From an optimization exercise on the open Yosys and OpenROAD flow, aimed at small area, a short achievable clock period and few clock cycles; shortcuts taken in it are not production practice.
Function was checked by simulation only, so behaviour that the tests miss may differ from the original.
Power is estimated from default activity; no workload was simulated.

==> v4 <==
Design tgui_blit, start of the top module:
module tgui_blit (
    input             clk,
    input             rst,
    input             cmd_valid,
    input      [7:0]  cmd_code,
    input      [7:0]  cmd_rop,
    input      [15:0] cmd_flags,
    input      [31:0] cmd_fg,
    input      [31:0] cmd_bg,
    input      [15:0] cmd_dst_x,
    input      [15:0] cmd_dst_y,
    input      [15:0] cmd_src_x,
    input      [15:0] cmd_src_y,
    input      [15:0] cmd_size_x,
    input      [15:0] cmd_size_y,
    input      [15:0] cmd_clip_left,
    input      [15:0] cmd_clip_top,
    input      [15:0] cmd_clip_right,
    input      [15:0] cmd_clip_bottom,
    input      [9:0]  cmd_rowoffset,
    input      [1:0]  cmd_bpp,
    input             pat_we,
    input      [5:0]  pat_addr,
    input      [7:0]  pat_data,
    output            busy,
    output            mem_req,
    output            mem_we,
    output     [19:0] mem_addr,
    output     [1:0]  mem_size,
    output     [31:0] mem_wdata,
    input             mem_ready,
    input             mem_rvalid,
    input      [31:0] mem_rdata
);
    localparam F_SRCPAT    = 1;
    localparam F_SRCDISP   = 2;
    localparam F_PATMONO   = 5;
    localparam F_SRCMONO   = 6;
    localparam F_YNEG      = 8;
    localparam F_XNEG      = 9;
    localparam F_YMAJ      = 10;
    localparam F_TRANSENA  = 12;
    localparam F_TRANSREV  = 13;
    localparam F_SOLIDFILL = 14;
    localparam P_IDLE  = 2'd0;
    localparam P_SETUP = 2'd1;
  ...
clock: 12.0 ns
lec_check: 0
cap_margin: 20
core_margin: 2
core_utilization: 55
place_density: 0.7
setup_slack_margin: 5
slew_margin: 20
standard.sh (not shown) runs the stock make flow with config.mk's settings and CLKGATE_MAP_FILE= SYNTH_SCRIPT=/design/flow/synth_recipe.tcl, a recipe that flattens the netlist after the stock synthesis.
==> flow/flow/run.sh <==
#!/bin/bash
set -euo pipefail
bash standard.sh SETUP_SLACK_MARGIN=7 finish > layout_make.log 2>&1
==> v33: changes against v4 <==
--- a/flow/design.v
+++ b/flow/design.v
@@ -203,15 +203,15 @@
     wire [2:0]  rt_st  = e_st_v[3*rt +: 3];
     wire        rt_ws  = (rt_st == E_WS);
     wire [31:0] rdm    = mem_rdata & emask;
     wire        rt_tr  = trans_on && (rdm == tcol_m);
     wire        rv_w   = rv && (rt_ws ? !usedst : 1'b1);
     wire        rv_d   = rv && rt_ws && usedst;
     wire        rv_sq  = rt_ws && rt_tr;
-    wire [7:0]  m_pb   = rv ? e_pb_v[8*rt +: 8] : p_pb;
+    wire [7:0]  m_pb   = need_rd ? e_pb_v[8*rt +: 8] : p_pb;
     wire [31:0] m_p    = patv(m_pb, solid, patmono, fg_s, bg_s);
     wire [31:0] m_s    = (srcm == SRC_DISP) ? (rt_ws ? rdm : e_dat_v[32*rt +: 32]) :
                          (srcm == SRC_PAT)  ? m_p : sconst;
     wire [31:0] m_out  = mix(rop_s, rdm, m_p, m_s) & emask;
     wire hold     = o_req && !mem_ready;
     wire sel_rvw  = !hold && rv_w;
     wire sel_nw   = !hold && !rv_w && (|e_nw);
@@ -224,15 +224,16 @@
     wire adv      = running && !stop_now && !skip_now && (q_cnt != 2'd2);
     wire p_load   = adv && clip_ok;
     assign mem_req   = o_req;
     assign mem_we    = o_we;
     assign mem_addr  = o_addr;
     assign mem_size  = sh;
     assign mem_wdata = o_wdata;
-    assign busy = (phase != P_IDLE) || p_val || (|e_val);
+    reg  [2:0] ev;                       
+    assign busy = (phase != P_IDLE) || p_val || (|ev);
     wire taken    = o_req && mem_ready;
     wire rd_taken = taken && !o_we;
     wire        err_ge  = !err[31];
     wire        last    = (mode == M_BLT) ? (row_end && ycnt == 15'd0) : (ycnt == 15'd0);
     wire        use_b   = (mode == M_BLT) ? row_end : (mode == M_LINE) ? err_ge : 1'b1;
     wire        mvx     = (mode == M_LINE) ? (err_ge || !ymaj) : vxen;
     wire        mvy     = (mode == M_LINE) ? (err_ge || ymaj)  : vyen;
@@ -253,19 +254,42 @@
     wire [19:0] da_n = da_a + da_b + {19'd0, running && s_inv};
     wire [19:0] sa_n = sa_a + sa_b + {19'd0, running && s_inv};
     wire [19:0] xrs  = {5'd0, xrel} << sh;
     wire [19:0] xdb  = xneg ? (20'd0 - {17'd0, sh == 2'd2, sh == 2'd1, sh == 2'd0})
                             : {17'd0, sh == 2'd2, sh == 2'd1, sh == 2'd0};
     wire        q2_inv = (mode == M_BLT) && !xneg;
     wire [19:0] q2   = (mode == M_BLT) ? (xrs ^ {20{q2_inv}}) : vxen ? xdb : 20'd0;
+    reg [8:0] e_st_n;
+    integer k;
+    always @* begin
+        e_st_n = e_st_v;
+        for (k = 0; k < 3; k = k + 1) begin
+            if (taken && o_we && o_slot == k)
+                e_st_n[3*k +: 3] = E_FREE;
+            if (sel_nw && nw_i == k)
+                e_st_n[3*k +: 3] = E_OW;
+            if (sel_nd && nd_i == k)
+                e_st_n[3*k +: 3] = E_WD;
+            if (rv && rt == k) begin
+                if (rt_ws)
+                    e_st_n[3*k +: 3] = rt_tr ? E_FREE : sel_rvw ? E_OW : sel_rvd ? E_WD :
+                                       usedst ? E_ND : E_NW;
+                else
+                    e_st_n[3*k +: 3] = sel_rvw ? E_OW : E_NW;
+            end
+            if (p_take && free_i == k)
+                e_st_n[3*k +: 3] = (srcm == SRC_DISP) ? E_WS : usedst ? E_WD : E_NW;
+        end
+    end
     integer i;
     always @(posedge clk) begin
         if (rst) begin
             phase  <= P_IDLE;
             e_st_v <= 9'd0;
+            ev     <= 3'd0;
             tcnt   <= 2'd0;
             q_cnt  <= 2'd0;
             q_hd   <= 1'b0;
             q_tl   <= 1'b0;
             o_req  <= 1'b0;
         end else begin
             if (rv) begin
@@ -294,33 +318,20 @@
                     o_addr <= e_dst_v[20*nd_i +: 20];
                 end else begin
                     o_slot <= free_i;
                     o_addr <= (srcm == SRC_DISP) ? p_src : p_dst;
                 end
                 o_wdata <= sel_rvw ? m_out : e_dat_v[32*nw_i +: 32];
             end
+            e_st_v <= e_st_n;
             for (i = 0; i < 3; i = i + 1) begin
-                if (taken && o_we && o_slot == i)
-                    e_st_v[3*i +: 3] <= E_FREE;
-                if (sel_nw && nw_i == i)
-                    e_st_v[3*i +: 3] <= E_OW;
-                if (sel_nd && nd_i == i)
-                    e_st_v[3*i +: 3] <= E_WD;
-                if (rv && rt == i) begin
-                    if (rt_ws) begin
-                        e_dat_v[32*i +: 32] <= usedst ? rdm : m_out;
-                        e_st_v[3*i +: 3]    <= rt_tr ? E_FREE : sel_rvw ? E_OW : sel_rvd ? E_WD :
-                                               usedst ? E_ND : E_NW;
-                    end else begin
-                        e_dat_v[32*i +: 32] <= m_out;
-                        e_st_v[3*i +: 3]    <= sel_rvw ? E_OW : E_NW;
-                    end
-                end
+                ev[i] <= (e_st_n[3*i +: 3] != E_FREE);
+                if (rv && rt == i)
+                    e_dat_v[32*i +: 32] <= (rt_ws && usedst) ? rdm : m_out;
                 if (p_take && free_i == i) begin
-                    e_st_v[3*i +: 3]    <= (srcm == SRC_DISP) ? E_WS : usedst ? E_WD : E_NW;
                     e_dst_v[20*i +: 20] <= p_dst;
                     e_pb_v[8*i +: 8]    <= p_pb;
                     e_dat_v[32*i +: 32] <= m_out;
                 end
             end
             if (adv) begin
                 if (q_tl) begin
==> flow/flow/run.sh (replaced) <==
#!/bin/bash
set -euo pipefail
bash standard.sh SETUP_SLACK_MARGIN=8 "BUFFER_PORTS_ARGS=-buffer_cell sky130_fd_sc_hd__buf_2" finish > layout_make.log 2>&1
- ABC_AREA: unset -> 1
- GPL_TIMING_DRIVEN: unset -> 0
==> qor summary <==
|  | v33 | v4 |
|---|---|---|
| Run status | timing/DRC/antenna clean | timing/DRC/antenna clean |
| Power in combinational cells | 5630 uW | 6100 uW |
| Post-synthesis net count | 8747 | 6621 |
| Rel. slew slack | 17.7% | 23.7% |
| Cell Area, Synth | 72900 sq um | 71600 sq um |
| Die height | 368 um | 365 um |
| Wire per inst | 27.2 um | 26.3 um |
| Post-CTS Setup Inserts | 67 | 2 |
| Number of global-route vias before repair | 63079 | 50549 |
| Antenna diode count | 4 | 10 |
| Repair and plain buffers | 936 | 490 |
| Peak VDD IR | 160 uV | 143 uV |
| Standard cell with the maximum stage delay on the critical path | sky130_fd_sc_hd__dfxtp_2 | sky130_fd_sc_hd__nor4_1 |
| Power group with the highest consumption | registers | combinational cells |
| Fraction of final layout cells with drive strength greater than 1 | 15.8% | 11.8% |
| Clock sink count | 1283 | 1280 |
| Count of unique library cells instantiated by Yosys | 72 | 108 |
| Sort of element at the start of the critical path | register | primary input |
| Share of the synthesized area in compound gates (AO/OA/AOI/OAI) | 14.1% | 12.9% |
| Cell count after placement | 10378 | 7949 |
| Number of tap cells inserted | 1755 | 1742 |
| Most used standard cell by instance count after synthesis | sky130_fd_sc_hd__nand2_1 | sky130_fd_sc_hd__edfxtp_1 |
| Crit path time final | 4330 ps | 4970 ps |
| CP arrival | 1930 ps | 5620 ps |
Testbench counts of v4, summed over its fixed seeds: cycles 298,733.
Testbench counts of v33, summed over its fixed seeds: cycles 298,733.

==> static timing again, ports no longer ideal <==
In the flow no input, the clock included, has a driving cell. The finished layouts below were timed again as built, in two steps.
Step 1, drivers: a clkbuf_16 drives clk and a buf_2 each remaining input, both assumed.
Step 2 moves the port delays by t, midway between the first and last clock arrival at a register: inputs arrive t later, outputs are due t later. That takes back most of the time a late clock gives input paths.
a / b / c = ideal ports / drivers / drivers and shift; a / b = the first two.
| run | t, ns | slack for setup (ns) | worst hold slack (ns) | latest minus earliest clock arrival (ns) | worst register clock-pin slew, ns |
|---|---|---|---|---|---|
| v4 | 0.869 | 7.031 / 7.029 / 6.214 | 0.495 / 0.495 / 0.495 | 0.045 / 0.045 | 0.07 / 0.07 |
| v33 | 0.871 | 7.670 / 7.580 / 7.072 | 0.493 / 0.493 / 0.493 | 0.081 / 0.081 | 0.07 / 0.07 |
After both steps every run listed still meets setup and hold. For v4, which loses most, drivers alone change the setup slack by -0.002 ns; drivers and shift together by -0.817 ns.
